Source: an optimization exercise on an open RTL-to-GDS flow (aim: small area, a short achievable clock period and few clock cycles). Production flows keep margins and buffers that such runs may drop.
Where RTL was checked, it was by simulation tests only, not by an equivalence proof against the original.
No functional check of the RTL was part of runs 1, 2, 4 and 5.
Power is estimated from default activity; no workload was simulated.

==> design.v <==
module cmri_parser (
    input  wire       clk,
    input  wire       rst,
    input  wire [7:0] node_addr,
    input  wire       in_valid,      
    input  wire [7:0] in_byte,
    input  wire       p_ok,          
    input  wire       p_region,
    input  wire [63:0] in_lines,
    output wire       disp_valid,
    output wire       disp_match,
    output wire       error,
    output reg        is_i,
    output reg        is_t,
    output reg        is_p,
    output wire       n_in_payload,
    output wire       n_in_maybe,
    output wire       n_store,
    output wire       n_is_p,
    output reg  [6:0] pay_len,
    input  wire [6:0] rd_addr,
    output wire [7:0] rd_data,
    output wire [63:0] first8,       
    output wire [63:0] first8_hi,    
    input  wire       sel_pick,
    output reg        f_sel,
    output wire       n_f_sel
);
    localparam MAX_LEN = 72;
    localparam ATTN = 8'hFF;
    localparam STX  = 8'h02;
    localparam ETX  = 8'h03;
    localparam DLE  = 8'h10;
    localparam S_START      = 3'd0;
    localparam S_ATTN_NEXT  = 3'd1;
    localparam S_STX_NEXT   = 3'd2;
    localparam S_ADDR_NEXT  = 3'd3;
    localparam S_TYPE_NEXT  = 3'd4;
    localparam S_MAYBE_DATA = 3'd6;
    localparam S_DATA_NEXT  = 3'd7;
    reg [2:0] state;
    reg       is_local;
    reg  [7:0] payload [0:MAX_LEN-1];
    assign rd_data = payload[rd_addr];
    genvar g;
    generate
        for (g = 0; g < 8; g = g + 1) begin : g_first8
            assign first8[g*8 +: 8]    = payload[g];
            assign first8_hi[g*8 +: 8] = payload[32 + g];
        end
    endgenerate
    assign disp_valid = in_valid & do_dispatch;
    assign disp_match = is_local;
    assign error      = in_valid & do_error;
    reg       do_append;
    reg       do_dispatch;
    reg       do_error;
    reg [2:0] next_state;
    always @(*) begin
        do_append   = 1'b0;
        do_dispatch = 1'b0;
        do_error    = 1'b0;
        next_state  = state;
        case (state)
            S_START:
                if (in_byte == ATTN) next_state = S_ATTN_NEXT;
                else                 do_error   = 1'b1;
            S_ATTN_NEXT:
                if (in_byte == ATTN) next_state = S_STX_NEXT;
                else                 do_error   = 1'b1;
            S_STX_NEXT:
                if (in_byte == STX)  next_state = S_ADDR_NEXT;
                else                 do_error   = 1'b1;
            S_ADDR_NEXT:
                next_state = S_TYPE_NEXT;
            S_TYPE_NEXT:
                next_state = S_MAYBE_DATA;
            S_MAYBE_DATA:
                if (in_byte == ETX || in_byte == ATTN) begin
                    do_dispatch = 1'b1;
                    next_state  = S_START;
                end else if (in_byte == DLE) begin
                    next_state = S_DATA_NEXT;
                end else begin
                    do_append  = 1'b1;
                    next_state = S_MAYBE_DATA;
                end
            S_DATA_NEXT: begin
                do_append  = 1'b1;
                next_state = S_MAYBE_DATA;
            end
            default:
                do_error = 1'b1;
        endcase
        if (do_append && pay_len == MAX_LEN) begin
            do_append = 1'b0;
            do_error  = 1'b1;
        end
        if (do_error)
            next_state = S_START;
    end
    wire [2:0] n_state = in_valid ? next_state : state;
    wire       take_type = in_valid && (state == S_TYPE_NEXT);
    wire       t_i = is_local && (in_byte == 8'h49);
    wire       t_t = is_local && (in_byte == 8'h54);
    wire       t_p = is_local && (in_byte == 8'h50);
    assign n_in_payload = (n_state[2:1] == 2'b11);
    assign n_in_maybe   = (n_state == S_MAYBE_DATA);
    assign n_store      = take_type ? (t_i || t_t) : (is_i || is_t);
    assign n_is_p       = take_type ? t_p : is_p;
    assign n_f_sel      = take_type ? sel_pick : f_sel;
    wire [6:0] wr_addr  = {pay_len[6], pay_len[5] ^ (f_sel & ~pay_len[6]), pay_len[4:0]};
    always @(posedge clk) begin
        if (rst) begin
            state    <= S_START;
            is_local <= 1'b0;
            is_i     <= 1'b0;
            is_t     <= 1'b0;
            is_p     <= 1'b0;
            f_sel    <= 1'b0;
            pay_len  <= 7'd0;
        end else begin
            state <= n_state;
            if (in_valid) begin
                if ((state == S_START && in_byte == ATTN) || do_error)
                    pay_len <= 7'd0;
                if (state == S_ADDR_NEXT) is_local <= (in_byte == node_addr);
                if (do_append) pay_len <= pay_len + 7'd1;
            end
            if (take_type) begin
                f_sel <= sel_pick;
                is_i <= t_i;
                is_t <= t_t;
                is_p <= t_p;
            end
        end
    end
    reg       w_go;
    reg [6:0] w_addr;
    reg [7:0] w_byte;
    always @(posedge clk) begin
        w_go   <= in_valid && do_append && (is_i || is_t);
        w_addr <= wr_addr;
        w_byte <= in_byte;
    end
    wire p_wr = (state == S_MAYBE_DATA) && is_p && p_ok;
    integer w;
    always @(posedge clk) begin
        if (w_go)
            payload[w_addr] <= w_byte;
        if (p_wr && !p_region)
            for (w = 0; w < 8; w = w + 1)
                payload[64 + w] <= in_lines[w*8 +: 8];
        if (p_wr && p_region)
            for (w = 0; w < 8; w = w + 1)
                payload[56 + w] <= in_lines[w*8 +: 8];
    end
endmodule
module cmri_dispatch (
    input  wire        clk,
    input  wire        rst,
    input  wire [7:0]  node_addr,
    input  wire        disp_valid,    
    input  wire        is_i,
    input  wire        is_t,
    input  wire        is_p,
    input  wire        n_in_payload,
    input  wire        n_in_maybe,
    input  wire        n_store,
    input  wire        n_is_p,
    input  wire [6:0]  pay_len,
    output wire [6:0]  rd_addr,
    output wire        p_region,      
    input  wire [63:0] first8_hi,
    output wire        sel_pick,      
    input  wire        f_sel,         
    input  wire        n_f_sel,
    input  wire [7:0]  rd_data,
    input  wire [63:0] first8,
    output reg         rx_ready,
    output reg         ev_valid,
    input  wire        ev_ready,
    output reg  [2:0]  ev_kind,
    output reg  [7:0]  ev_data,
    output reg         ev_bit,
    output wire [63:0] out_lines
);
    localparam EV_TX_BYTE   = 3'd0;
    localparam EV_OUT_LINE  = 3'd1;
    localparam EV_OUT_BULK  = 3'd2;
    localparam EV_INIT_BYTE = 3'd3;
    localparam EV_INIT_END  = 3'd4;
    localparam J_NONE = 2'd0;
    localparam J_I    = 2'd1;
    localparam J_T    = 2'd2;
    localparam J_P    = 2'd3;
    localparam T_START = 3'd0;
    localparam T_PICK  = 3'd1;
    localparam T_EMIT  = 3'd2;
    localparam T_BULK  = 3'd3;
    localparam T_END   = 3'd4;
    localparam P_HDR   = 3'd0;
    localparam P_DATA  = 3'd1;
    localparam P_ETX   = 3'd2;
    reg [1:0]  a_kind;
    reg [6:0]  a_len;
    reg        a_reg;       
    reg [1:0]  b_kind;
    reg [6:0]  b_len;
    reg        b_reg;
    reg [1:0]  c_kind;
    reg [6:0]  c_len;
    reg        c_reg;
    reg [2:0]  ph;
    reg [6:0]  idx;         
    reg [3:0]  hcnt;        
    reg        esc_sent;
    reg [7:0]  pbyte;       
    reg [2:0]  kb;          
    reg [7:0]  tm;          
    reg [7:0]  nbyte;       
    reg [63:0] obank;
    reg [7:0]  a_th;        
    assign out_lines = obank;
    reg        a_flip;      
    assign rd_addr   = {idx[6], idx[5] ^ (a_flip & ~idx[6]), idx[4:0]};
    wire [1:0] new_kind = is_i ? J_I : is_t ? J_T : is_p ? J_P : J_NONE;
    wire       new_job  = disp_valid && (is_i || is_t || is_p);
    wire [63:0] newpat;
    genvar g;
    generate
        for (g = 0; g < 8; g = g + 1) begin : g_pat
            assign newpat[g*8 +: 8] = !a_th[g] ? 8'h00 :
                                      a_reg ? first8_hi[g*8 +: 8] : first8[g*8 +: 8];
        end
    endgenerate
    wire [63:0] tdiff     = newpat ^ obank;
    wire [7:0] bnz;
    generate
        for (g = 0; g < 8; g = g + 1) begin : g_bnz
            assign bnz[g] = |tdiff[g*8 +: 8];
        end
    endgenerate
    reg  [7:0] bnz_r;
    wire       bnz_any = |bnz_r;
    reg  [2:0] kb_next;
    integer k;
    always @(*) begin
        kb_next = 3'd0;
        for (k = 7; k >= 0; k = k - 1)
            if (bnz_r[k]) kb_next = k;
    end
    wire [7:0] tm_next = tdiff[kb_next*8 +: 8];
    wire [7:0] nb_next = newpat[kb_next*8 +: 8];
    reg  [2:0] jb;
    always @(*) begin
        jb = 3'd0;
        for (k = 7; k >= 0; k = k - 1)
            if (tm[k]) jb = k;
    end
    wire [7:0] tm_rest = tm & (tm - 8'd1);       
    wire       tm_last = ~|tm_rest;
    wire       t_pick  = (ph == T_PICK) || (ph == T_EMIT && tm_last && bnz_any);
    reg  [7:0] hdr_byte;
    always @(*) begin
        case (hcnt[2:0])
            3'd0:    hdr_byte = 8'hFF;
            3'd1:    hdr_byte = 8'hFF;
            3'd2:    hdr_byte = 8'h02;
            3'd3:    hdr_byte = node_addr;
            default: hdr_byte = 8'h52;      
        endcase
    end
    wire       nxt_zero = (ph == P_DATA) && (hcnt == 4'd7);
    wire [7:0] nxt_byte = nxt_zero ? 8'h00 : rd_data;
    wire       pesc     = (pbyte == 8'h02) || (pbyte == 8'h03) || (pbyte == 8'h10);
    wire       send_dle = pesc && !esc_sent;
    reg       e_valid;
    reg [2:0] e_kind;
    reg [7:0] e_data;
    reg       e_bit;
    reg       e_last;
    always @(*) begin
        e_valid = 1'b0;
        e_kind  = EV_TX_BYTE;
        e_data  = 8'h00;
        e_bit   = 1'b0;
        e_last  = 1'b0;
        case (a_kind)
            J_I: begin
                e_valid = 1'b1;
                if (idx == a_len) begin
                    e_kind = EV_INIT_END;
                    e_data = {1'b0, a_len};
                    e_last = 1'b1;
                end else begin
                    e_kind = EV_INIT_BYTE;
                    e_data = rd_data;
                end
            end
            J_T:
                case (ph)
                    T_START: ;
                    T_PICK: ;
                    T_EMIT: begin
                        e_valid = 1'b1;
                        e_kind  = EV_OUT_LINE;
                        e_data  = {2'b00, kb, jb};
                        e_bit   = nbyte[jb];
                    end
                    T_BULK: begin
                        e_valid = 1'b1;
                        e_kind  = EV_OUT_BULK;
                        e_data  = 8'd64;
                        e_last  = 1'b1;
                    end
                    default: e_last = 1'b1;
                endcase
            J_P: begin
                e_valid = 1'b1;
                case (ph)
                    P_HDR:   e_data = hdr_byte;
                    P_DATA:  e_data = send_dle ? 8'h10 : pbyte;
                    default: begin
                        e_data = 8'h03;
                        e_last = 1'b1;
                    end
                endcase
            end
            default: ;
        endcase
    end
    wire can_push = !ev_valid || ev_ready;
    wire step     = can_push && (a_kind != J_NONE);
    wire a_free   = (a_kind == J_NONE) || (step && e_last);
    wire b_full   = (b_kind != J_NONE);
    wire c_full   = (c_kind != J_NONE);
    wire p_to_etx = (ph == P_DATA) && (hcnt == 4'd8) && !send_dle;
    wire a_p_busy = (a_kind == J_P) && (ph != P_ETX);
    wire a_hold   = (a_kind == J_I) || (a_kind == J_T);
    wire a_hold_f = (a_kind == J_I) || (a_kind == J_T && ph == T_START);
    wire b_hold = (b_kind == J_I) || (b_kind == J_T);
    wire c_hold = (c_kind == J_I) || (c_kind == J_T);
    wire a_wide = (a_kind == J_I) && (a_len > 7'd32);
    wire b_wide = (b_kind == J_I) && (b_len > 7'd32);
    wire c_wide = (c_kind == J_I) && (c_len > 7'd32);
    wire occ0 = (a_hold && (!a_reg || a_wide)) || (b_hold && (!b_reg || b_wide)) ||
                (c_hold && (!c_reg || c_wide));
    wire occ1 = (a_hold && ( a_reg || a_wide)) || (b_hold && ( b_reg || b_wide)) ||
                (c_hold && ( c_reg || c_wide));
    assign sel_pick = !occ0 ? 1'b0 : !occ1 ? 1'b1 : a_hold ? a_reg : b_reg;
    wire used0 = (a_p_busy && !a_reg) || (b_kind == J_P && !b_reg) ||
                 (c_kind == J_P && !c_reg);
    wire used1 = (a_p_busy &&  a_reg) || (b_kind == J_P &&  b_reg) ||
                 (c_kind == J_P &&  c_reg);
    wire r0_blk = (a_kind == J_I && a_len > 7'd64) || (b_kind == J_I && b_len > 7'd64) ||
                  (c_kind == J_I && c_len > 7'd64);
    wire r1_blk = (a_kind == J_I && (a_reg ? a_len > 7'd24 : a_len > 7'd56)) ||
                  (b_kind == J_I && (b_reg ? b_len > 7'd24 : b_len > 7'd56)) ||
                  (c_kind == J_I && (c_reg ? c_len > 7'd24 : c_len > 7'd56));
    wire r0_free = !used0 && !r0_blk;
    assign p_region = !r0_free;
    wire new_reg = is_p ? p_region : f_sel;
    wire [1:0] new_k = new_job ? new_kind : J_NONE;
    reg  [1:0] n_a_kind, n_b_kind, n_c_kind;
    reg  [6:0] n_a_len,  n_b_len,  n_c_len;
    reg        n_a_reg,  n_b_reg,  n_c_reg;
    always @(*) begin
        n_a_kind = a_kind; n_a_len = a_len; n_a_reg = a_reg;
        n_b_kind = b_kind; n_b_len = b_len; n_b_reg = b_reg;
        n_c_kind = c_kind; n_c_len = c_len; n_c_reg = c_reg;
        if (a_free) begin
            if (b_full) begin
                n_a_kind = b_kind; n_a_len = b_len; n_a_reg = b_reg;
                if (c_full) begin
                    n_b_kind = c_kind; n_b_len = c_len; n_b_reg = c_reg;
                    n_c_kind = new_k;  n_c_len = pay_len; n_c_reg = new_reg;
                end else begin
                    n_b_kind = new_k;  n_b_len = pay_len; n_b_reg = new_reg;
                    n_c_kind = J_NONE;
                end
            end else begin
                n_a_kind = new_k;  n_a_len = pay_len; n_a_reg = new_reg;
                n_b_kind = J_NONE;
                n_c_kind = J_NONE;
            end
        end else if (new_job) begin
            if (!b_full) begin
                n_b_kind = new_kind; n_b_len = pay_len; n_b_reg = new_reg;
            end else begin
                n_c_kind = new_kind; n_c_len = pay_len; n_c_reg = new_reg;
            end
        end
    end
    wire s_free = (a_kind == J_NONE) || e_last;    
    wire       a_tfl     = (a_kind == J_T) && (ph != T_START);
    reg  [2:0] a_tmax;
    always @(*) begin
        a_tmax = 3'd0;
        for (k = 0; k < 8; k = k + 1)
            if (bnz_r[k]) a_tmax = k;
    end
    wire       s_a_hold  = s_free ? b_hold : a_hold_f;
    wire       s_a_tfl   = !s_free && a_tfl;
    wire       s_a_wide  = s_free ? b_wide : a_wide;
    wire       s_a_reg   = s_free ? b_reg  : a_reg;
    wire [1:0] s_a_kind  = s_free ? b_kind : a_kind;
    wire [6:0] s_a_len   = s_free ? b_len  : a_len;
    wire       s_a_pbusy = s_free ? (b_kind == J_P) : (a_p_busy && !p_to_etx);
    wire       s_b_hold  = s_free ? c_hold : b_hold;
    wire       s_b_wide  = s_free ? c_wide : b_wide;
    wire       s_b_reg   = s_free ? c_reg  : b_reg;
    wire [1:0] s_b_kind  = s_free ? c_kind : b_kind;
    wire [6:0] s_b_len   = s_free ? c_len  : b_len;
    wire       s_c_hold  = !s_free && c_hold;
    wire [1:0] s_c_kind  = s_free ? J_NONE : c_kind;
    wire h0_it0, h0_it1, h0_p, h1_it0, h1_it1, h1_p;
    cmri_hold u_hold0 (
        .a_hold (a_hold_f), .a_wide (a_wide),   .a_reg (a_reg),   .a_kind (a_kind),
        .a_tfl  (a_tfl),    .a_tmax (a_tmax),   .a_tneed (bnz_any),
        .a_len  (a_len),    .a_pbusy (a_p_busy),
        .b_hold (b_hold),   .b_wide (b_wide),   .b_reg (b_reg),   .b_kind (b_kind),
        .b_len  (b_len),
        .c_hold (c_hold),   .c_wide (c_wide),   .c_reg (c_reg),   .c_kind (c_kind),
        .c_len  (c_len),
        .pay_len (pay_len),
        .hold_it0 (h0_it0), .hold_it1 (h0_it1), .hold_p (h0_p)
    );
    cmri_hold u_hold1 (
        .a_hold (s_a_hold), .a_wide (s_a_wide), .a_reg (s_a_reg), .a_kind (s_a_kind),
        .a_tfl  (s_a_tfl),  .a_tmax (a_tmax),   .a_tneed (bnz_any),
        .a_len  (s_a_len),  .a_pbusy (s_a_pbusy),
        .b_hold (s_b_hold), .b_wide (s_b_wide), .b_reg (s_b_reg), .b_kind (s_b_kind),
        .b_len  (s_b_len),
        .c_hold (s_c_hold), .c_wide (c_wide),   .c_reg (c_reg),   .c_kind (s_c_kind),
        .c_len  (c_len),
        .pay_len (pay_len),
        .hold_it0 (h1_it0), .hold_it1 (h1_it1), .hold_p (h1_p)
    );
    wire n_hold_it = n_in_payload && n_store &&
                     (can_push ? (n_f_sel ? h1_it1 : h1_it0) : (n_f_sel ? h0_it1 : h0_it0));
    wire n_hold_p  = n_in_maybe && n_is_p && (can_push ? h1_p : h0_p);
    always @(posedge clk) begin
        if (rst) begin
            ev_valid <= 1'b0;
            ev_kind  <= EV_TX_BYTE;
            ev_data  <= 8'h00;
            ev_bit   <= 1'b0;
        end else if (can_push) begin
            ev_valid <= e_valid;
            ev_kind  <= e_kind;
            ev_data  <= e_data;
            ev_bit   <= e_bit;
        end
    end
    always @(posedge clk) begin
        if (rst)
            rx_ready <= 1'b1;
        else
            rx_ready <= !(n_hold_it || n_hold_p);
    end
    always @(posedge clk) begin
        if (rst) begin
            a_kind   <= J_NONE;
            a_len    <= 7'd0;
            a_reg    <= 1'b0;
            b_kind   <= J_NONE;
            b_len    <= 7'd0;
            b_reg    <= 1'b0;
            c_kind   <= J_NONE;
            c_len    <= 7'd0;
            c_reg    <= 1'b0;
            ph       <= 3'd0;
            idx      <= 7'd0;
            hcnt     <= 4'd0;
            esc_sent <= 1'b0;
            obank    <= 64'd0;
        end else begin
            a_kind <= n_a_kind;
            b_kind <= n_b_kind;
            c_kind <= n_c_kind;
            a_len  <= n_a_len;
            b_len  <= n_b_len;
            c_len  <= n_c_len;
            a_reg  <= n_a_reg;
            b_reg  <= n_b_reg;
            c_reg  <= n_c_reg;
            if (a_free) begin
                a_flip   <= (n_a_kind == J_I) && n_a_reg;
                a_th     <= {n_a_len > 7'd7, n_a_len > 7'd6, n_a_len > 7'd5, n_a_len > 7'd4,
                             n_a_len > 7'd3, n_a_len > 7'd2, n_a_len > 7'd1, n_a_len > 7'd0};
                ph       <= 3'd0;
                idx      <= (n_a_kind != J_P) ? 7'd0 : n_a_reg ? 7'd56 : 7'd64;
                hcnt     <= 4'd0;
                esc_sent <= 1'b0;
            end else if (step) begin
                case (a_kind)
                    J_I: idx <= idx + 7'd1;
                    J_T: begin
                        case (ph)
                            T_START: ph <= (|bnz) ? T_PICK : T_END;
                            T_PICK:  ph <= T_EMIT;
                            T_EMIT:  if (tm_last && !bnz_any) ph <= T_BULK;
                            default: ;
                        endcase
                        if (t_pick)
                            obank[kb_next*8 +: 8] <= nb_next;
                    end
                    J_P:
                        case (ph)
                            P_HDR: begin
                                if (hcnt == 4'd4) begin
                                    ph   <= P_DATA;
                                    hcnt <= 4'd0;
                                    idx  <= idx + 7'd1;
                                end else begin
                                    hcnt <= hcnt + 4'd1;
                                end
                            end
                            P_DATA:
                                if (send_dle) begin
                                    esc_sent <= 1'b1;
                                end else begin
                                    esc_sent <= 1'b0;
                                    if (hcnt == 4'd8)
                                        ph <= P_ETX;
                                    hcnt <= hcnt + 4'd1;
                                    idx  <= idx + 7'd1;
                                end
                            default: ;
                        endcase
                    default: ;
                endcase
            end
        end
    end
    always @(posedge clk) begin
        if (step && a_kind == J_T) begin
            if (ph == T_START)
                bnz_r <= bnz;
            if (t_pick) begin
                bnz_r[kb_next] <= 1'b0;
                kb    <= kb_next;
                tm    <= tm_next;
                nbyte <= nb_next;
            end else
                tm    <= tm_rest;
        end
        if (step && a_kind == J_P &&
            ((ph == P_HDR && hcnt == 4'd4) || (ph == P_DATA && !send_dle))) begin
            pbyte <= nxt_byte;
        end
    end
endmodule
module cmri_hold (
    input  wire       a_hold,
    input  wire       a_tfl,       
    input  wire [2:0] a_tmax,      
    input  wire       a_tneed,     
    input  wire       a_wide,
    input  wire       a_reg,
    input  wire [1:0] a_kind,
    input  wire [6:0] a_len,
    input  wire       a_pbusy,
    input  wire       b_hold,
    input  wire       b_wide,
    input  wire       b_reg,
    input  wire [1:0] b_kind,
    input  wire [6:0] b_len,
    input  wire       c_hold,
    input  wire       c_wide,
    input  wire       c_reg,
    input  wire [1:0] c_kind,
    input  wire [6:0] c_len,
    input  wire [6:0] pay_len,
    output wire       hold_it0,
    output wire       hold_it1,
    output wire       hold_p
);
    localparam J_NONE = 2'd0;
    localparam J_I    = 2'd1;
    localparam J_P    = 2'd3;
    wire occ0 = (a_hold && (!a_reg || a_wide)) || (b_hold && (!b_reg || b_wide)) ||
                (c_hold && (!c_reg || c_wide));
    wire occ1 = (a_hold && ( a_reg || a_wide)) || (b_hold && ( b_reg || b_wide)) ||
                (c_hold && ( c_reg || c_wide));
    wire b_p = (b_kind == J_P);
    wire c_p = (c_kind == J_P);
    wire used0 = (a_pbusy && !a_reg) || (b_p && !b_reg) || (c_p && !c_reg);
    wire used1 = (a_pbusy &&  a_reg) || (b_p &&  b_reg) || (c_p &&  c_reg);
    wire r0_blk = (a_kind == J_I && a_len > 7'd64) || (b_kind == J_I && b_len > 7'd64) ||
                  (c_kind == J_I && c_len > 7'd64);
    wire r1_blk = (a_kind == J_I && (a_reg ? a_len > 7'd24 : a_len > 7'd56)) ||
                  (b_kind == J_I && (b_reg ? b_len > 7'd24 : b_len > 7'd56)) ||
                  (c_kind == J_I && (c_reg ? c_len > 7'd24 : c_len > 7'd56));
    wire c_full = (c_kind != J_NONE);
    wire w_low  = (pay_len <= 7'd31);
    wire w_high = (pay_len >= 7'd31) && (pay_len <= 7'd63);
    wire w_r0   = (pay_len >= 7'd63);
    wire w_r1_0 = (pay_len >= 7'd55) && (pay_len <= 7'd63);
    wire w_r1_1 = (pay_len >= 7'd23) && (pay_len <= 7'd31);
    wire w_any  = c_full || (w_r0 && (used0 || r0_blk));
    wire t_low  = a_tfl && a_tneed && (pay_len <= {4'd0, a_tmax});
    wire t_high = a_tfl && a_tneed && (pay_len >= 7'd31) && (pay_len <= {4'd4, a_tmax});
    assign hold_it0 = w_any || (w_low && occ0) || (w_high && occ1) || (w_r1_0 && used1) ||
                      (t_low && !a_reg) || (t_high && a_reg);
    assign hold_it1 = w_any || (w_low && occ1) || (w_high && occ0) || (w_r1_1 && used1) ||
                      (t_low &&  a_reg) || (t_high && !a_reg);
    assign hold_p   = c_full || ((used0 || r0_blk) && (used1 || r1_blk));
endmodule
module cmri_counters (
    input  wire        clk,
    input  wire        rst,
    input  wire        inc_byte,
    input  wire        inc_seen,
    input  wire        inc_proc,
    input  wire        inc_error,
    output reg  [15:0] cnt_bytes,
    output reg  [15:0] cnt_frames_seen,
    output reg  [15:0] cnt_frames_proc,
    output reg  [15:0] cnt_errors
);
    always @(posedge clk) begin
        if (rst) begin
            cnt_bytes       <= 16'd0;
            cnt_frames_seen <= 16'd0;
            cnt_frames_proc <= 16'd0;
            cnt_errors      <= 16'd0;
        end else begin
            if (inc_byte)  cnt_bytes       <= cnt_bytes + 16'd1;
            if (inc_seen)  cnt_frames_seen <= cnt_frames_seen + 16'd1;
            if (inc_proc)  cnt_frames_proc <= cnt_frames_proc + 16'd1;
            if (inc_error) cnt_errors      <= cnt_errors + 16'd1;
        end
    end
endmodule
module cmri_core (
    input  wire        clk,
    input  wire        rst,
    input  wire [6:0]  local_id,
    input  wire        rx_valid,
    input  wire [7:0]  rx_data,
    output wire        rx_ready,
    input  wire [63:0] in_lines,
    output wire        ev_valid,
    input  wire        ev_ready,
    output wire [2:0]  ev_kind,
    output wire [7:0]  ev_data,
    output wire        ev_bit,
    output wire [63:0] out_lines,
    output wire [15:0] cnt_bytes,
    output wire [15:0] cnt_frames_seen,
    output wire [15:0] cnt_frames_proc,
    output wire [15:0] cnt_errors
);
    wire       disp_valid;
    wire       disp_match;
    wire       parse_error;
    wire       is_i;
    wire       is_t;
    wire       is_p;
    wire       n_in_payload;
    wire       n_in_maybe;
    wire       n_store;
    wire       n_is_p;
    wire [6:0] pay_len;
    wire [7:0] pay_rd_data;
    wire [6:0] pay_rd_addr;
    wire [63:0] first8;
    wire [63:0] first8_hi;
    wire       sel_pick;
    wire       f_sel;
    wire       n_f_sel;
    wire       byte_taken;
    wire       p_region;
    reg  [7:0] node_addr;
    always @(posedge clk)
        node_addr <= {1'b0, local_id} + 8'd65;
    assign byte_taken = rx_valid & rx_ready;
    cmri_parser u_parser (
        .clk          (clk),
        .rst          (rst),
        .node_addr    (node_addr),
        .in_valid     (byte_taken),
        .in_byte      (rx_data),
        .p_ok         (rx_ready),
        .p_region     (p_region),
        .in_lines     (in_lines),
        .disp_valid   (disp_valid),
        .disp_match   (disp_match),
        .error        (parse_error),
        .is_i         (is_i),
        .is_t         (is_t),
        .is_p         (is_p),
        .n_in_payload (n_in_payload),
        .n_in_maybe   (n_in_maybe),
        .n_store      (n_store),
        .n_is_p       (n_is_p),
        .pay_len      (pay_len),
        .rd_addr      (pay_rd_addr),
        .rd_data      (pay_rd_data),
        .first8       (first8),
        .first8_hi    (first8_hi),
        .sel_pick     (sel_pick),
        .f_sel        (f_sel),
        .n_f_sel      (n_f_sel)
    );
    cmri_dispatch u_dispatch (
        .clk          (clk),
        .rst          (rst),
        .node_addr    (node_addr),
        .disp_valid   (disp_valid & disp_match),
        .is_i         (is_i),
        .is_t         (is_t),
        .is_p         (is_p),
        .n_in_payload (n_in_payload),
        .n_in_maybe   (n_in_maybe),
        .n_store      (n_store),
        .n_is_p       (n_is_p),
        .pay_len      (pay_len),
        .rd_addr      (pay_rd_addr),
        .p_region     (p_region),
        .rd_data      (pay_rd_data),
        .first8       (first8),
        .first8_hi    (first8_hi),
        .sel_pick     (sel_pick),
        .f_sel        (f_sel),
        .n_f_sel      (n_f_sel),
        .rx_ready     (rx_ready),
        .ev_valid     (ev_valid),
        .ev_ready     (ev_ready),
        .ev_kind      (ev_kind),
        .ev_data      (ev_data),
        .ev_bit       (ev_bit),
        .out_lines    (out_lines)
    );
    cmri_counters u_counters (
        .clk        (clk),
        .rst        (rst),
        .inc_byte   (byte_taken),
        .inc_seen   (disp_valid),
        .inc_proc   (disp_valid & disp_match),
        .inc_error  (parse_error),
        .cnt_bytes       (cnt_bytes),
        .cnt_frames_seen (cnt_frames_seen),
        .cnt_frames_proc (cnt_frames_proc),
        .cnt_errors      (cnt_errors)
    );
endmodule
==> flow/run.sh <==
#!/bin/bash
# The standard layout, with plain buffers on the ports instead of the
# default delay-cell choice, and a clock tree without dummy loads.
set -euo pipefail
bash standard.sh finish 'BUFFER_PORTS_ARGS=-buffer_cell sky130_fd_sc_hd__buf_2' \
  'CTS_ARGS=-sink_clustering_enable -repair_clock_nets -dont_use_dummy_load' > make_finish.log 2>&1
==> standard.sh <==
#!/bin/bash
# synth_recipe.tcl (not shown) runs the flow's synth.tcl, then flattens the netlist and writes it again
# the make line also repeats each setting of config.mk as NAME=value (left out here)
make -C /OpenROAD-flow-scripts/flow DESIGN_CONFIG=/design/flow/config.mk WORK_HOME=/design/flow/orfs CLKGATE_MAP_FILE= SYNTH_SCRIPT=/design/flow/synth_recipe.tcl "${@:-finish}"
==> config.mk <==
export PLATFORM = sky130hd
export DESIGN_NAME = cmri_core
export DESIGN_NICKNAME = cmri_core
export VERILOG_FILES = /design/flow/design.v
export SDC_FILE = /design/flow/constraint.sdc
export NUM_CORES = 4
export LEC_CHECK = 0
export CAP_MARGIN = 20
export CORE_MARGIN = 2
export CORE_UTILIZATION = 40
export SETUP_SLACK_MARGIN = 4.5
export SLEW_MARGIN = 20
==> constraint.sdc <==
create_clock -name core_clock -period 8.0 [get_ports {clk}]
set_input_delay 1.6000 -clock core_clock [delete_from_list [all_inputs] [get_ports {clk}]]
set_output_delay 1.6000 -clock core_clock [all_outputs]
set_load 0.01 [all_outputs]
==> results of run 1 <==
## logic make-up after synthesis
logic type,synth area share
adders and majority gates,0.0114
xor gates and xnor gates,0.0311
AOI/OAI and AO/OA,0.0967
buffers and inverters,0.0245
DFF,0.582
and+or+nand+nor,0.106
muxes,0.148
## layout make-up
| type | instances | area, µm² |
|---|---|---|
| multi-input combinational | 1980 | 16000 |
| timing repair buffer | 321 | 2100 |
| fill | 8794 | 53100 |
| sequential | 846 | 23200 |
| antenna | 5 | 12.5 |
| clock buffer | 88 | 2200 |
| tap | 1287 | 1610 |
| inverter | 48 | 194 |
## cells in the final DEF, fill, tap and decap left out, drive strengths merged, types with 17 or more instances in the layout
| cell type | synthesis | layout |
|---|---|---|
| nand2 | 275 | 275 |
| nand4 | 41 | 41 |
| nand2b | 17 | 17 |
| edfxtp | 620 | 620 |
| nor3 | 41 | 41 |
| o21ai | 125 | 125 |
| nand3 | 92 | 92 |
| nor2 | 258 | 258 |
| mux2 | 69 | 69 |
| dfxtp | 226 | 226 |
| nor4 | 20 | 20 |
| inv | 44 | 43 |
| mux2i | 93 | 93 |
| buf | 50 | 317 |
| a211oi | 17 | 17 |
| clkbuf | 146 | 89 |
| o2bb2ai | 24 | 24 |
| xnor2 | 36 | 36 |
| mux4 | 186 | 186 |
| or3 | 20 | 20 |
| and3 | 30 | 30 |
| a21oi | 96 | 96 |
| ha | 33 | 33 |
| xor2 | 105 | 105 |
| and2 | 30 | 30 |
| a21o | 141 | 141 |
## where the power goes
group	internal, µW	switching (µW)	total (µW)
registers	4720	40.1	4760
logic	184	359	543
clock network	1920	1570	3500
total	6830	1970	8800
## worst min-delay path by stage
stage,start,depth (start not counted),slack [ps],to
after floorplan,u_parser.pay_len[1],0,370,u_parser.w_addr[1]
after global placement,u_dispatch.ev_bit,2,460,u_dispatch.ev_bit
after detailed placement,u_dispatch.ev_bit,2,470,u_dispatch.ev_bit
after CTS,u_dispatch.ev_kind[0],2,480,u_dispatch.ev_kind[0]
after global routing,u_dispatch.ev_kind[0],2,510,u_dispatch.ev_kind[0]
final,u_dispatch.ev_kind[0],2,470,u_dispatch.ev_kind[0]
## worst register-to-register path, cell delays in order, from the launching register on
cell and delay [ps]:
dfxtp_4 670, buf_6 500, mux4_2 430, mux4_2 550, mux4_2 470, o21ai_0 450, nor2_1 80
## timing repair
item                                    4_1_cts  5_1_grt
endpoints found under the setup margin      429      192
setup buffers                                22       18
gates cloned                                  3        0
pin swaps                                    11       21
gates resized for setup                      47       54
## routing by layer
layer	vias to the layer above	routed length, µm
li1	12100	-
met1	13900	51000
met2	1207	57400
met3	252	9650
met4	18	4610
met5	-	106
## stage by stage
stage	worst slack [ps]	cell area, µm²	util
global route	4390	45300	0.460
finish	4430	45300	0.460
detailed placement	3040	42200	0.429
global placement	3130	42200	0.429
CTS	4450	45000	0.457
floorplan	4060	39800	-
==> results.txt, run 1 <==
Worst Setup EP=u_dispatch.idx[4]; Post-Route WL=123000 µm; Most Crowded Layer GR=met2; initial antenna violation count=16; final hold violation count=0; Chip Width=about 320 µm; Max IR drop VDD=0.139 mV; met1 Use GR=0.323; DRC=0; Crit path max-delay family=simple AND/OR/NAND/NOR gates; worst setup path start=rx_data[4]; Nets=approximately 3400; HP Class=flop to flop; Area Growth Syn to Fin=13.9%; fmax=~280 MHz; outcome=no timing/DRC/antenna violations; starting density of the core=0.404; PwrDens=194 mW/mm²; register area share after synthesis=0.582; cell count after synthesis=approximately 3000; Worst Setup End Kind=flop; Setup TNS=0 ps; H-tree depth=3; Iter 0 DRT Violations=between 2000 and 3000; Bufs on Longest Clock Path=3; TritonCTS Sinks=approximately 850; first-pass GRT wire length=roughly 180000 µm; final RePlAce weighted congestion=between 0.9 and 1; CP max FO=7; Pwr Total=between 8000 and 9000 µW; pin count of the biggest net entering global routing=65; R2R cell count=6; Largest Register=u_parser.payload; vias in the first global route=26200; dominant cell type by area after synthesis=edfxtp_1; WP data required=about 8500 ps; top flop regs=u_parser.payload (576), u_dispatch.obank (64); reg2reg setup slack=4590 ps; die span in y=319 µm; Mapped Area=between 0.03 and 0.04 mm²; worst-margin pin slew=approximately 1200 ps; asr flop ratio synth=0; Post-Syn Nets=around 3200; Max Slew Vio Count=0; max cap viols=0; Routed wire per std cell=26.8 µm; Leak Pwr=0.0161 µW; GR Util met2=0.375; layout cells sized above 1=0.232; met3 Track Usage GR=0.0441; most frequent cell after synthesis=edfxtp_1; Bufs and invs on worst path=2; vias=~27000; Row Count=115; CP max stage cell=or4b_4; max incr delay on CP=about 560 ps; Startpoint Class=input port; core area=0.0984 mm²; dpl hpwl=about 85000 µm; number of cells on the critical path=10; drt first pass iters=5; arrival time worst endpoint=4110 ps; Yosys cell types=89; DIE AREA=0.102 mm²; Overflow after GRT=0; main area contributors after synthesis=edfxtp_1 (47%), dfxtp_1 (11%), mux4_2 (11%); Synth Flop Type=edfxtp_1; Synth Warn #=4; vias per inst=6.00; fin crit share=0.446; placed insts=roughly 4400; Slew headroom=0.179; RR Startpoint=u_dispatch.idx[1]; EDFF count, synth=a little over 600; Tot GR Track Use=0.235; CTS tree=done; top-area cell type share of the netlist area=0.468; post-route ant nets=0; CTS clk-pin slew, worst paths=about 60 ps; Non-Filler Instances=about 4600; Hold Buf Count CTS=0; kind of critical path=input port to flop; max reg flops=between 500 and 600; Root Buffer=clkbuf_16; Post-synth top cells=edfxtp_1 (620), nand2_1 (274), nor2_1 (258); fin crit period=approximately 3600 ps; io pins=roughly 230; RR Endpoint=u_dispatch.pbyte[6]; input/output buffers=between 200 and 250; Syn Area/Cell=~13 µm²; skew final=approximately 53 ps; insertion delay to the later sink of the worst-skew pair=660 ps; count of final setup violators=0; post-route worst hold slack=472 ps; flop and latch count out of synthesis=around 850; Inserted Clock Buffers=about 90; RSZ-0062 raised after global routing=true; worst path cell trace=buf_8 > or4_4 > or4b_4 > a211oi_4 > buf_12 > a31oi_4 > or2_4 > nor3_4 > a21oi_1 > nor4_1
==> run 2, diff against run 1 <==
--- a/config.mk
+++ b/config.mk
@@ -9,3 +9,3 @@
 export CORE_MARGIN = 2
-export CORE_UTILIZATION = 40
+export CORE_UTILIZATION = 55
 export SETUP_SLACK_MARGIN = 4.5
==> results.txt, run 2 <==
Leak Pwr=0.0161 µW; vias=roughly 28000; kind of critical path=input port to flop; worst-margin pin slew=1170 ps; CP max stage cell=or4b_4; count of final setup violators=0; Max Slew Vio Count=0; final RePlAce weighted congestion=around 0.95; top-area cell type share of the netlist area=0.468; Post-Route WL=approximately 120000 µm; Worst Setup End Kind=flop; PwrDens=just under 200 mW/mm²; register area share after synthesis=0.582; vias per inst=6.56; Synth Flop Type=edfxtp_1; fmax=around 270 MHz; Top cell by count, worst path=buf_4; Row Count=98; starting density of the core=0.556; die span in y=around 270 µm; fin crit period=3660 ps; insertion delay to the later sink of the worst-skew pair=between 600 and 700 ps; CP max FO=7; outcome=no timing/DRC/antenna violations; Root Buffer=clkbuf_16; Mapped Area=just under 0.04 mm²; arrival time worst endpoint=4210 ps; Yosys cell types=between 80 and 90; final worst setup slack=about 4300 ps; TritonCTS Sinks=about 850; first-pass GRT wire length=about 180000 µm; Setup TNS=0 ps; CTS clk-pin slew, worst paths=60 ps; Largest Register=u_parser.payload; Tot GR Track Use=0.327; pin count of the biggest net entering global routing=roughly 80; Non-Filler Instances=about 4200; dominant cell type by area after synthesis=edfxtp_1; core area=approximately 0.071 mm²; Max IR drop VDD=0.212 mV; Syn Area/Cell=about 13 µm²; pre-CTS setup slack=between 2000 and 3000 ps; CTS tree=done; most frequent cell after synthesis=edfxtp_1; Inserted Clock Buffers=88; Bufs on Longest Clock Path=3; layout cells sized above 1=0.235; Routed wire per std cell=approximately 30 µm; vias in the first global route=26800; Iter 0 DRT Violations=3248; max incr delay on CP=~550 ps; Final Util=0.628; asr flop ratio synth=0; Pwr Total=just under 9000 µW; post-route ant nets=0; H-tree depth=3; RSZ-0062 raised after global routing=true; WP data required=around 8500 ps; DIE AREA=between 0.07 and 0.08 mm²; initial antenna violation count=1; Post-Syn Nets=3186; final hold violation count=0; EDFF count, synth=620; footprint of the multi-input gates=0.0160 mm²; Post-synth top cells=edfxtp_1 (620), nand2_1 (274), nor2_1 (258); dpl hpwl=approximately 86000 µm; worst path cell trace=buf_8 > or4_4 > or4b_4 > a211oi_4 > buf_12 > buf_4 > buf_4 > and4_4 > nand2_2 > or3_1 > a21oi_1; top flop regs=u_parser.payload (576), u_dispatch.obank (64); io pins=225; Slew headroom=0.215; max cap viols=0; Hold Buf Count CTS=0; skew final=84.1 ps; flop and latch count out of synthesis=846; placed insts=just over 4000; max reg flops=between 500 and 600; cell count after synthesis=about 3000; Startpoint Class=input port; Area Growth Syn to Fin=13.0%; number of inserted diodes=0; commonest non-fill, non-tap cells in the layout=edfxtp_1 (620), nand2_1 (271), nor2_1 (248); HP Class=flop to flop; commonest non-fill, non-tap cell in the layout=edfxtp_1; drt first pass iters=5; total area of sequential cells=0.0232 mm²; fin crit share=0.458; main area contributors after synthesis=edfxtp_1 (47%), dfxtp_1 (11%), mux4_2 (11%); input/output buffers=224; fill count=roughly 5500; Overflow after GRT=0; Chip Width=between 200 and 300 µm; Synth Warn #=4; Nets=3400; DRC=0
-- run 2: timing repair --
item                       4_1_cts  5_1_grt
cloned                           2        2
resized for setup               56       45
setup buffers                   24       15
setup endpoints to repair      314      145
pin swaps                       11       19
-- run 2: logic make-up after synthesis --
| kind of cell | synth area share |
|---|---|
| and+or+nand+nor | 0.106 |
| DFF | 0.582 |
| AOI/OAI and AO/OA | 0.0967 |
| muxes | 0.148 |
| buffers and inverters | 0.0245 |
| xor gates and xnor gates | 0.0311 |
| adders and majority gates | 0.0114 |
-- run 2: area by class of cell --
cell class	instances	area share
Sequential cell	846	0.516
Clock buffer	88	0.0490
Timing Repair Buffer	320	0.0477
Tap cell	950	0.0265
Multi-Input combinational cell	1980	0.357
Inverter	48	0.00432
-- run 2: path summary, 6_finish.rpt --
| path | depth (start not counted) | start | end | slack [ps] |
|---|---|---|---|---|
| setup reg to reg | 14 | u_dispatch.bnz_r[4] | u_dispatch.obank[19] | 4540 |
| setup / recovery | 11 | rx_data[4] | u_counters.cnt_frames_proc[15] | 4340 |
| hold / removal | 2 | u_dispatch.ev_bit | u_dispatch.ev_bit | 470 |
| hold reg to reg | 2 | u_dispatch.ev_bit | u_dispatch.ev_bit | 470 |
-- run 2: report_power, final --
group / leakage, µW / internal (µW) / switching, µW
Combinational: 0.00763 / 179 / 375
Sequential: 0.00742 / 4720 / 44.3
Clock: 0.00108 / 1920 / 1570
Total: 0.0161 / 6820 / 1990
-- run 2: per-stage QoR --
| step | instance area, µm² | hold WS [ps] |
|---|---|---|
| after global placement | 41800 | 468 |
| after detailed placement | 41800 | 465 |
| after CTS | 44500 | 474 |
| after floorplan | 39800 | 370 |
| final | 44900 | 474 |
| after global routing | 44900 | 497 |
-- run 2: metal layers --
metal / GRT usage / part of all wire / vias up
met5: 0 / 0.00013 / -
met4: 0.109 / 0.035 / 2
met3: 0.0438 / 0.075 / 229
met2: 0.525 / 0.48 / 1328
met1: 0.465 / 0.41 / 14100
li1: - / - / 12100
-- run 2: worst max-delay path: cells and delay by family --
family | cells | cell delay (ps)
buffers and inverters | 4 | 490
AO/OA/AOI/OAI | 2 | 390
AND/OR/NAND/NOR | 5 | 1720
==> run 3, diff against run 2 <==
--- a/design.v
+++ b/design.v
@@ -363,3 +363,13 @@
     wire new_reg = is_p ? p_region : f_sel;
-    wire [1:0] new_k = new_job ? new_kind : J_NONE;
+    reg        j_v;
+    reg [1:0]  j_kind;
+    reg [6:0]  j_len;
+    reg        j_reg;
+    always @(posedge clk) begin
+        j_v    <= !rst && new_job;
+        j_kind <= new_kind;
+        j_len  <= pay_len;
+        j_reg  <= new_reg;
+    end
+    wire [1:0] new_k = j_v ? j_kind : J_NONE;
     reg  [1:0] n_a_kind, n_b_kind, n_c_kind;
@@ -376,5 +386,5 @@
                     n_b_kind = c_kind; n_b_len = c_len; n_b_reg = c_reg;
-                    n_c_kind = new_k;  n_c_len = pay_len; n_c_reg = new_reg;
+                    n_c_kind = new_k;  n_c_len = j_len; n_c_reg = j_reg;
                 end else begin
-                    n_b_kind = new_k;  n_b_len = pay_len; n_b_reg = new_reg;
+                    n_b_kind = new_k;  n_b_len = j_len; n_b_reg = j_reg;
                     n_c_kind = J_NONE;
@@ -382,3 +392,3 @@
             end else begin
-                n_a_kind = new_k;  n_a_len = pay_len; n_a_reg = new_reg;
+                n_a_kind = new_k;  n_a_len = j_len; n_a_reg = j_reg;
                 n_b_kind = J_NONE;
@@ -386,7 +396,7 @@
             end
-        end else if (new_job) begin
+        end else if (j_v) begin
             if (!b_full) begin
-                n_b_kind = new_kind; n_b_len = pay_len; n_b_reg = new_reg;
+                n_b_kind = j_kind; n_b_len = j_len; n_b_reg = j_reg;
             end else begin
-                n_c_kind = new_kind; n_c_len = pay_len; n_c_reg = new_reg;
+                n_c_kind = j_kind; n_c_len = j_len; n_c_reg = j_reg;
             end
--- a/config.mk
+++ b/config.mk
@@ -9,3 +9,3 @@
 export CORE_MARGIN = 2
-export CORE_UTILIZATION = 55
+export CORE_UTILIZATION = 40
 export SETUP_SLACK_MARGIN = 4.5
==> results.txt, run 3 <==
kind of critical path=flop to flop; starting density of the core=0.403; vias=around 27000; pin count of the biggest net entering global routing=slightly below 80; outcome=no timing/DRC/antenna violations; Combinational Power Share=0.022; Post-Syn Nets=~3200; PwrDens=191 mW/mm²; initial antenna violation count=0; Leak Pwr=0.0158 µW; Worst Setup End Kind=flop; Int Pwr=6820 µW; sequential power share=0.555; insertion delay to the later sink of the worst-skew pair=660 ps; Row Count=115; max reg flops=576; Most Crowded Layer GR=met2; Tot GR Track Use=0.226; post-route worst hold slack=roughly 450 ps; WP data required=8340 ps; Inserted Clock Buffers=93; worst setup path start=u_dispatch.a_reg; Bufs on Longest Clock Path=3; Iter 0 DRT Violations=between 3000 and 4000; input/output buffers=between 200 and 250; final worst setup slack=4600 ps; GR Util met2=0.362; Max IR drop VDD=around 0.17 mV; RR Endpoint=u_dispatch.tm[2]; Max Slew Vio Count=0; Setup TNS=0 ps; clock share of power=0.423; Synth Warn #=4; top-area cell type share of the netlist area=0.469; final hold violation count=0; final instance area=between 0.04 and 0.05 mm²; top flop regs=u_parser.payload (576), u_dispatch.obank (64); RSZ-0062 raised after global routing=true; TritonCTS Sinks=approximately 850; Root Buffer=clkbuf_16; CTS clk-pin slew, worst paths=about 60 ps; count of final setup violators=0; dominant cell type by area after synthesis=edfxtp_1; Mapped Area=between 0.03 and 0.04 mm²; CP max FO=64; vias in the first global route=approximately 25000; Pwr Total=8560 µW; DRC=0; H-tree depth=3; Slew headroom=0.262; Overflow after GRT=0; fmax=slightly below 300 MHz; Nets=~3400; post-route ant nets=0; io pins=between 200 and 250; pre-CTS setup slack=3440 ps; cell count after synthesis=approximately 3000; R2R cell count=8; Synth Flop Type=edfxtp_1; reg2reg setup slack=around 4600 ps; fin crit period=~3400 ps; Routed wire per std cell=around 26 µm; drt first pass iters=6; arrival time worst endpoint=around 3700 ps; Post-Route WL=roughly 120000 µm; Startpoint Class=flop; Chip Width=roughly 320 µm; met3 Track Usage GR=0.0327; worst-margin pin slew=roughly 1100 ps; Hold Crit Depth=2; dpl hpwl=around 80000 µm; Syn Area/Cell=12.9 µm²; flop and latch count out of synthesis=851; main area contributors after synthesis=edfxtp_1 (47%), dfxtp_1 (12%), mux4_2 (11%); Sw Ratio=0.204; NetSw=1740 µW; Largest Register=u_parser.payload; vias per inst=approximately 5.9; commonest non-fill, non-tap cell in the layout=edfxtp_1; CTS tree=done; commonest non-fill, non-tap cells in the layout=edfxtp_1 (620), nor2_1 (314), nand2_1 (253); RR Startpoint=u_dispatch.a_reg; fin crit share=0.425; met1 Use GR=0.320; max cap viols=0; DIE AREA=roughly 0.10 mm²; skew final=48.9 ps; Post-synth top cells=edfxtp_1 (620), nor2_1 (324), nand2_1 (253); Post-DP Area=0.0420 mm²; EDFF count, synth=620; Area Growth Syn to Fin=13.0%; first-pass GRT wire length=173000 µm; HP Class=flop to flop; Worst Setup EP=u_dispatch.tm[2]; most frequent cell after synthesis=edfxtp_1; number of inserted diodes=0; asr flop ratio synth=0; core area=0.0984 mm²; Yosys cell types=just under 80; register area share after synthesis=0.586; final RePlAce weighted congestion=0.965; layout cells sized above 1=0.218; die span in y=319 µm
run 3: layout make-up:
type / instances / area (µm²)
inverter: 51 / 196
sequential: 851 / 23300
timing repair buffer: 283 / 1740
fill: 8838 / 53600
clock buffer: 93 / 2330
multi-input combinational: 1972 / 15700
tap: 1287 / 1610
run 3: per-layer routing:
metal / vias up / wire (µm)
met3: 181 / 8470
met5: - / 0
met1: 13500 / 50500
met2: 1162 / 55500
li1: 12000 / -
met4: 0 / 3480
run 3: critical path, cell delays in order, from the launching register on:
cell      delay (ps)
dfxtp_2          540
buf_12           370
mux2_2           430
nand2_1          160
xor2_1           220
nand2_1           80
and3_1           220
o311ai_0         850
o31ai_1          170
run 3: cells by family (layout without fill, tap and decap cells):
logic type	Yosys count	after routing	synth area share
and+or+nand+nor	921	921	0.107
DFF	851	851	0.586
AOI/OAI and AO/OA	550	552	0.0949
muxes	321	321	0.144
buffers and inverters	248	427	0.0259
xor gates and xnor gates	143	143	0.0316
adders and majority gates	35	35	0.0109
run 3: stage by stage:
step,utilization,cells
detailed placement,0.427,4422
CTS,0.453,4526
global route,0.456,4537
global placement,0.427,4422
floorplan,-,3069
finish,0.456,4537
run 3: timing repair:
action	in CTS	in global routing
hold buffers	0	0
gates cloned	2	2
resized for setup	31	24
endpoints found under the setup margin	116	88
setup buffers	9	9
pin swaps	4	4
run 3: worst min-delay path by stage:
stage / to / slack [ps] / from
after global routing: u_dispatch.j_len[0] / 460 / u_parser.pay_len[0]
after floorplan: u_dispatch.j_len[5] / 330 / u_parser.pay_len[5]
after detailed placement: u_dispatch.j_len[0] / 450 / u_parser.pay_len[0]
final: u_dispatch.ev_kind[2] / 450 / u_dispatch.ev_kind[2]
after CTS: u_dispatch.j_len[0] / 450 / u_parser.pay_len[0]
after global placement: u_dispatch.ev_bit / 440 / u_dispatch.ev_bit
run 3: power groups by stage:
stage               logic, µW  clock network (µW)  registers, µW
floorplan                91.3                   0           4850
global route              203                3850           4750
CTS                       186                3690           4750
detailed placement        186                   0           4840
finish                    187                3620           4750
global placement          184                   0           4840
Testbench counts of run 3, summed over its fixed seeds: cycles 37,517.
==> run 4, diff against run 3 <==
--- a/design.v
+++ b/design.v
@@ -632,14 +632,8 @@
 );
+    wire [15:0] keep = {16{!rst}};
     always @(posedge clk) begin
-        if (rst) begin
-            cnt_bytes       <= 16'd0;
-            cnt_frames_seen <= 16'd0;
-            cnt_frames_proc <= 16'd0;
-            cnt_errors      <= 16'd0;
-        end else begin
-            if (inc_byte)  cnt_bytes       <= cnt_bytes + 16'd1;
-            if (inc_seen)  cnt_frames_seen <= cnt_frames_seen + 16'd1;
-            if (inc_proc)  cnt_frames_proc <= cnt_frames_proc + 16'd1;
-            if (inc_error) cnt_errors      <= cnt_errors + 16'd1;
-        end
+        if (rst || inc_byte)  cnt_bytes       <= (cnt_bytes + 16'd1) & keep;
+        if (rst || inc_seen)  cnt_frames_seen <= (cnt_frames_seen + 16'd1) & keep;
+        if (rst || inc_proc)  cnt_frames_proc <= (cnt_frames_proc + 16'd1) & keep;
+        if (rst || inc_error) cnt_errors      <= (cnt_errors + 16'd1) & keep;
     end
==> results.txt, run 4 <==
Nets=about 3400; worst-margin pin slew=1120 ps; kind of critical path=flop to flop; CP max FO=16; Final Util=0.453; register area share after synthesis=0.592; final hold violation count=0; H-tree depth=3; Pwr Total=a little under 9000 µW; RR Startpoint=u_dispatch.ph[2]; skew final=79.4 ps; TritonCTS Sinks=about 850; io pins=around 230; vias per inst=5.94; flop and latch count out of synthesis=about 850; arrival time worst endpoint=roughly 4000 ps; initial antenna violation count=6; max incr delay on CP=540 ps; Synth Warn #=4; Crit path max-delay family=simple AND/OR/NAND/NOR gates; Largest Register=u_parser.payload; Hold EP=u_dispatch.j_len[0]; Max Slew Vio Count=0; vias in the first global route=26200; drt first pass iters=6; dpl hpwl=just over 80000 µm; dominant cell type by area after synthesis=edfxtp_1; GR Util met2=0.366; Bufs on Longest Clock Path=3; vias=27000; RR Endpoint=u_parser.payload[63][2]; met1 Use GR=0.318; CTS tree=done; DRC=0; commonest non-fill, non-tap cells in the layout=edfxtp_1 (684), nor2_1 (310), nand2_1 (231); Overflow after GRT=0; final RePlAce weighted congestion=~0.95; Iter 0 DRT Violations=3026; max reg flops=~580; Tot GR Track Use=0.228; RSZ-0062 raised after global routing=true; EDFF count, synth=about 700; Startpoint Class=flop; Hold Path Origin=u_parser.pay_len[0]; WP data required=approximately 8500 ps; core area=0.100 mm²; fin crit period=~3400 ps; DIE AREA=between 0.1 and 0.15 mm²; CP max stage cell=nand2b_1; Hold Crit Depth=0; number of inserted diodes=0; Chip Width=approximately 320 µm; PwrDens=193 mW/mm²; reg2reg setup slack=between 4000 and 5000 ps; main area contributors after synthesis=edfxtp_1 (51%), mux4_2 (10%), dfxtp_1 (8.3%); cell count after synthesis=3066; worst path cell trace=or3b_1 > nand2_1 > o221ai_1 > a21oi_1 > o211ai_1 > buf_4 > nand2b_1 > and2_1 > a21o_1; Setup TNS=0 ps; Inserted Clock Buffers=93; insertion delay to the later sink of the worst-skew pair=approximately 670 ps; Mapped Area=about 0.04 mm²; count of final setup violators=0; R2R cell count=9; Root Buffer=clkbuf_16; layout cells sized above 1=0.218; pin count of the biggest net entering global routing=67; met3 Track Usage GR=0.0451; input/output buffers=about 220; Slew headroom=0.253; Post-synth top cells=edfxtp_1 (684), nor2_1 (315), nand2_1 (231); Worst Setup End Kind=flop; top-area cell type share of the netlist area=0.509; Row Count=116; die span in y=322 µm; asr flop ratio synth=0; Syn Area/Cell=between 10 and 15 µm²; starting density of the core=0.404; fmax=about 290 MHz; Synth Flop Type=edfxtp_1; Bufs and invs on worst path=1; post-route ant nets=0; Most Crowded Layer GR=met2; Post-Syn Nets=3183; CTS clk-pin slew, worst paths=~50 ps; Hold Buf Count CTS=0; Yosys cell types=between 90 and 100; fin crit share=0.429; Routed wire per std cell=26.3 µm; Area Growth Syn to Fin=12.4%; most frequent cell after synthesis=edfxtp_1; commonest non-fill, non-tap cell in the layout=edfxtp_1; Max IR drop VDD=around 0.16 mV; Post-Route WL=~120000 µm; outcome=no timing/DRC/antenna violations; top flop regs=u_parser.payload (576), u_dispatch.obank (64); HP Class=flop to flop; Leak Pwr=0.0157 µW; first-pass GRT wire length=approximately 180000 µm; max cap viols=0
==> run 4: logic make-up (layout without fill, tap and decap cells) <==
| family | count (synthesis) | count (layout) | synth area share |
|---|---|---|---|
| fa+ha+maj | 37 | 37 | 0.0113 |
| mux | 278 | 278 | 0.129 |
| compound gates | 594 | 594 | 0.103 |
| xor+xnor | 129 | 129 | 0.0280 |
| buf+inv | 239 | 424 | 0.0267 |
| flops | 851 | 851 | 0.592 |
| simple gates | 938 | 938 | 0.111 |
==> run 4: metrics by stage <==
step,hold slack [ps],area (µm²),worst slack (ps),instances
6_report,448,45300,4570,4549
5_1_grt,464,45300,4480,4549
4_1_cts,451,45200,4500,4545
3_5_place_dp,433,42600,3610,4445
3_3_place_gp,438,42600,3620,4445
2_1_floorplan,329,40400,4410,3066
==> run 4: per-layer routing <==
| metal | wire (µm) | vias to the layer above |
|---|---|---|
| met1 | 50300 | 13600 |
| li1 | - | 12100 |
| met5 | 52 | - |
| met3 | 9660 | 197 |
| met4 | 3080 | 8 |
| met2 | 56700 | 1149 |
==> run 4: report_power, final <==
| group | internal [µW] | switching [µW] | total [µW] |
|---|---|---|---|
| clock network | 2030 | 1610 | 3630 |
| logic | 89.8 | 174 | 263 |
| registers | 4810 | 46.7 | 4860 |
==> run 4: final cells by class <==
class	instances	area (µm²)
sequential	851	23900
timing repair buffer	281	1710
tap	1298	1620
inverter	50	188
fill	9010	54700
clock buffer	93	2330
multi-input combinational	1976	15600
==> run 4: how the worst max path moves through the flow <==
stage / start / end / slack (ps) / cells after the start
final: u_dispatch.ph[2] / u_parser.payload[63][2] / 4570 / 9
after global routing: u_dispatch.bnz_r[7] / u_dispatch.obank[63] / 4480 / 12
after CTS: u_dispatch.bnz_r[7] / u_dispatch.obank[33] / 4500 / 10
after detailed placement: u_dispatch.idx[0] / u_dispatch.ev_data[5] / 3610 / 7
after global placement: u_dispatch.idx[0] / u_dispatch.ev_data[5] / 3620 / 7
after floorplan: rx_data[0] / u_dispatch.rx_ready / 4410 / 10
==> run 4: timing repair <==
item	4_1_cts	5_1_grt
buffers inserted	6	4
endpoints found under the hold margin	0	0
endpoints found under the setup margin	102	87
pin swaps	0	2
resized for setup	21	31
cloned	1	0
==> run 5, diff against run 4 <==
--- a/design.v
+++ b/design.v
@@ -172,3 +172,3 @@
     output wire [6:0]  rd_addr,
-    output wire        p_region,      
+    output reg         p_region,      
     input  wire [63:0] first8_hi,
@@ -360,4 +360,2 @@
                   (c_kind == J_I && (c_reg ? c_len > 7'd24 : c_len > 7'd56));
-    wire r0_free = !used0 && !r0_blk;
-    assign p_region = !r0_free;
     wire new_reg = is_p ? p_region : f_sel;
@@ -426,3 +424,3 @@
     wire [1:0] s_c_kind  = s_free ? J_NONE : c_kind;
-    wire h0_it0, h0_it1, h0_p, h1_it0, h1_it1, h1_p;
+    wire h0_it0, h0_it1, h0_p, h0_r0f, h1_it0, h1_it1, h1_p, h1_r0f;
     cmri_hold u_hold0 (
@@ -436,3 +434,3 @@
         .pay_len (pay_len),
-        .hold_it0 (h0_it0), .hold_it1 (h0_it1), .hold_p (h0_p)
+        .hold_it0 (h0_it0), .hold_it1 (h0_it1), .hold_p (h0_p), .r0_free (h0_r0f)
     );
@@ -447,3 +445,3 @@
         .pay_len (pay_len),
-        .hold_it0 (h1_it0), .hold_it1 (h1_it1), .hold_p (h1_p)
+        .hold_it0 (h1_it0), .hold_it1 (h1_it1), .hold_p (h1_p), .r0_free (h1_r0f)
     );
@@ -470,2 +468,3 @@
             rx_ready <= !(n_hold_it || n_hold_p);
+        p_region <= !(can_push ? h1_r0f : h0_r0f);
     end
@@ -587,3 +586,4 @@
     output wire       hold_it1,
-    output wire       hold_p
+    output wire       hold_p,
+    output wire       r0_free
 );
@@ -619,2 +619,3 @@
     assign hold_p   = c_full || ((used0 || r0_blk) && (used1 || r1_blk));
+    assign r0_free  = !used0 && !r0_blk;
 endmodule
==> results.txt, run 5 <==
outcome=no timing/DRC/antenna violations; skew final=about 64 ps; worst setup path start=u_dispatch.bnz_r[6]; final RePlAce weighted congestion=just under 1; core area=between 0.1 and 0.15 mm²; Int Pwr=approximately 7500 µW; Synth Flop Type=edfxtp_1; kind of critical path=flop to flop; max reg flops=around 580; top flop regs=u_parser.payload (576), u_dispatch.obank (64); RR Startpoint=u_dispatch.bnz_r[6]; CTS clk-pin slew, worst paths=60 ps; Hold EP=u_dispatch.j_len[0]; fin crit period=3380 ps; worst-margin pin slew=approximately 1100 ps; Leak Pwr=roughly 0.016 µW; first-pass GRT wire length=between 150000 and 200000 µm; H-tree depth=3; Worst Setup End Kind=flop; die span in y=322 µm; insertion delay to the later sink of the worst-skew pair=670 ps; NetSw=about 2900 µW; Tot GR Track Use=0.231; vias in the first global route=between 20000 and 30000; sequential power share=0.486; WP data required=around 8500 ps; Nets=3353; Mapped Area=about 0.041 mm²; Combinational Power Share=0.166; post-route ant nets=0; initial antenna violation count=5; Hold Path Origin=u_parser.pay_len[0]; Slew headroom=0.267; Sw Ratio=0.278; main area contributors after synthesis=edfxtp_1 (51%), mux4_2 (11%), dfxtp_1 (8.3%); vias=roughly 27000; Row Count=~120; starting density of the core=0.404; CP max FO=37; reg2reg setup slack=~4600 ps; DRC=0; count of final setup violators=0; cell count after synthesis=3046; commonest non-fill, non-tap cell in the layout=edfxtp_1; vias per inst=between 5 and 6; Chip Width=322 µm; io pins=approximately 230; Final Util=0.457; RSZ-0062 raised after global routing=false; CTS tree=done; input/output buffers=around 220; fmax=approximately 300 MHz; R2R cell count=11; dpl hpwl=83700 µm; TritonCTS Sinks=roughly 850; register area share after synthesis=0.590; max cap viols=0; Syn Area/Cell=13.3 µm²; Bufs on Longest Clock Path=3; Post-Syn Nets=3162; Post-Route WL=about 120000 µm; Area Growth Syn to Fin=13.0%; layout cells sized above 1=0.218; post-route worst hold slack=about 420 ps; Setup TNS=0 ps; drt first pass iters=6; Overflow after GRT=0; flop and latch count out of synthesis=between 800 and 900; Max IR drop VDD=between 0.15 and 0.2 mV; Startpoint Class=flop; Synth Warn #=4; Largest Register=u_parser.payload; Root Buffer=clkbuf_16; arrival time worst endpoint=~3900 ps; EDFF count, synth=roughly 680; fin crit share=0.422; asr flop ratio synth=0; dominant cell type by area after synthesis=edfxtp_1; pin count of the biggest net entering global routing=80; most frequent cell after synthesis=edfxtp_1; final hold violation count=0; PwrDens=roughly 230 mW/mm²; commonest non-fill, non-tap cells in the layout=edfxtp_1 (684), nor2_1 (274), buf_2 (224); Inserted Clock Buffers=a little over 90; Post-synth top cells=edfxtp_1 (684), nor2_1 (281), mux4_2 (190); Max Slew Vio Count=0; top-area cell type share of the netlist area=0.507; clock share of power=0.349; RR Endpoint=u_dispatch.obank[5]; DIE AREA=about 0.10 mm²; Yosys cell types=87; Routed wire per std cell=between 20 and 30 µm; HP Class=flop to flop; Iter 0 DRT Violations=3311; Hold Crit Depth=0
## run 5: area by class of cell
type	instances	area, µm²
antenna	4	10.0
clock buffer	93	2330
sequential	852	23900
tap	1357	1700
inverter	56	214
fill	8928	54500
timing repair buffer	290	1830
multi-input combinational	1944	15800
## run 5: kinds of logic after synthesis
group	after synthesis	synth area share
AND/OR/NAND/NOR	860	0.105
flip-flops	852	0.590
AO/OA/AOI/OAI	644	0.113
multiplexers	286	0.131
buffers and inverters	250	0.0254
XOR/XNOR	116	0.0251
adder cells (fa/ha/maj)	38	0.0114
## run 5: timing repair
item                                    CTS  global route
endpoints found under the setup margin  131           101
pin swaps                                 2             3
hold buffers                              0             0
resized for setup                        23            24
cloned                                    2             1
buffers inserted                          8            11
## run 5: how the worst max path moves through the flow
| stage | endpoint | slack (ps) |
|---|---|---|
| after floorplan | u_dispatch.rx_ready | 4470 |
| after CTS | u_dispatch.idx[3] | 4510 |
| after detailed placement | u_dispatch.c_len[2] | 3800 |
| final | u_dispatch.obank[5] | 4620 |
| after global placement | u_dispatch.c_len[0] | 3810 |
| after global routing | u_dispatch.obank[36] | 4480 |
## run 5: routing by layer
layer  global-route usage  routed length, µm
met1                0.318              50300
met2                0.376              58400
met3               0.0379              10100
met4               0.0683               3360
met5                    0                  8
## run 5: per-stage QoR
stage               cell area, µm²  setup slack (ps)  power [µW]  std cells
CTS                          45600              4510       10400       4580
finish                       45800              4620       10400       4596
detailed placement           43000              3800        6740       4477
global route                 45800              4480       10800       4592
floorplan                    40600              4470        6190       3046
global placement             43000              3810        6750       4477
## run 5: power groups by stage
stage | Combinational, µW | Sequential, µW | Clock (µW)
global placement | 1590 | 5160 | 0
finish | 1730 | 5060 | 3630
floorplan | 1130 | 5050 | 0
global route | 1840 | 5070 | 3850
CTS | 1610 | 5060 | 3700
detailed placement | 1590 | 5150 | 0
## run 5: worst max-delay path, stage by stage (launching register included)
cell and delay [ps]:
edfxtp_1 460, nand2b_1 190, a21oi_1 230, o21a_2 220
o21ai_4 80, buf_6 230, ha_2 210, ha_1 320
or3_1 470, or4_4 640, nand2_1 100, a21oi_1 60

==> what the ideal ports hide <==
Ports are ideal in the flow. The routed layouts listed here were re-timed in OpenROAD. Step 1 sets driving cells, clkbuf_16 on the clock port and buf_2 on the other inputs (assumed; they add their load-dependent delay and slew). Step 2 adds t to the input delays and takes it off the output delays; t is the mean of the earliest and latest rising clock arrival at the registers after step 1. Input paths then give back, and output paths get back, about the clock's delay inside the block. Slacks: ideal / step 1 / step 2; pairs: ideal / step 1.
| run | shift t [ns] | slack for setup (ns) | worst setup path after step 2 | worst data-port slew with drivers (ns) | cell pins on the clock port's net |
|---|---|---|---|---|---|
| run 1 | 0.713 | 4.432 / 4.459 / 3.746 | input to register | 0.10 | 1 |
| run 2 | 0.703 | 4.336 / 4.359 / 3.656 | input to register | 0.07 | 1 |
| run 3 | 0.709 | 4.602 / 4.602 / 4.006 | input to register | 0.06 | 1 |
| run 4 | 0.714 | 4.570 / 4.570 / 3.998 | input to register | 0.07 | 1 |
| run 5 | 0.721 | 4.622 / 4.622 / 3.981 | input to register | 0.14 | 1 |
After both steps every run listed still meets setup and hold. The setup slack of run 1, which loses most, moves by +0.027 ns with the drivers and by -0.686 ns with both steps.
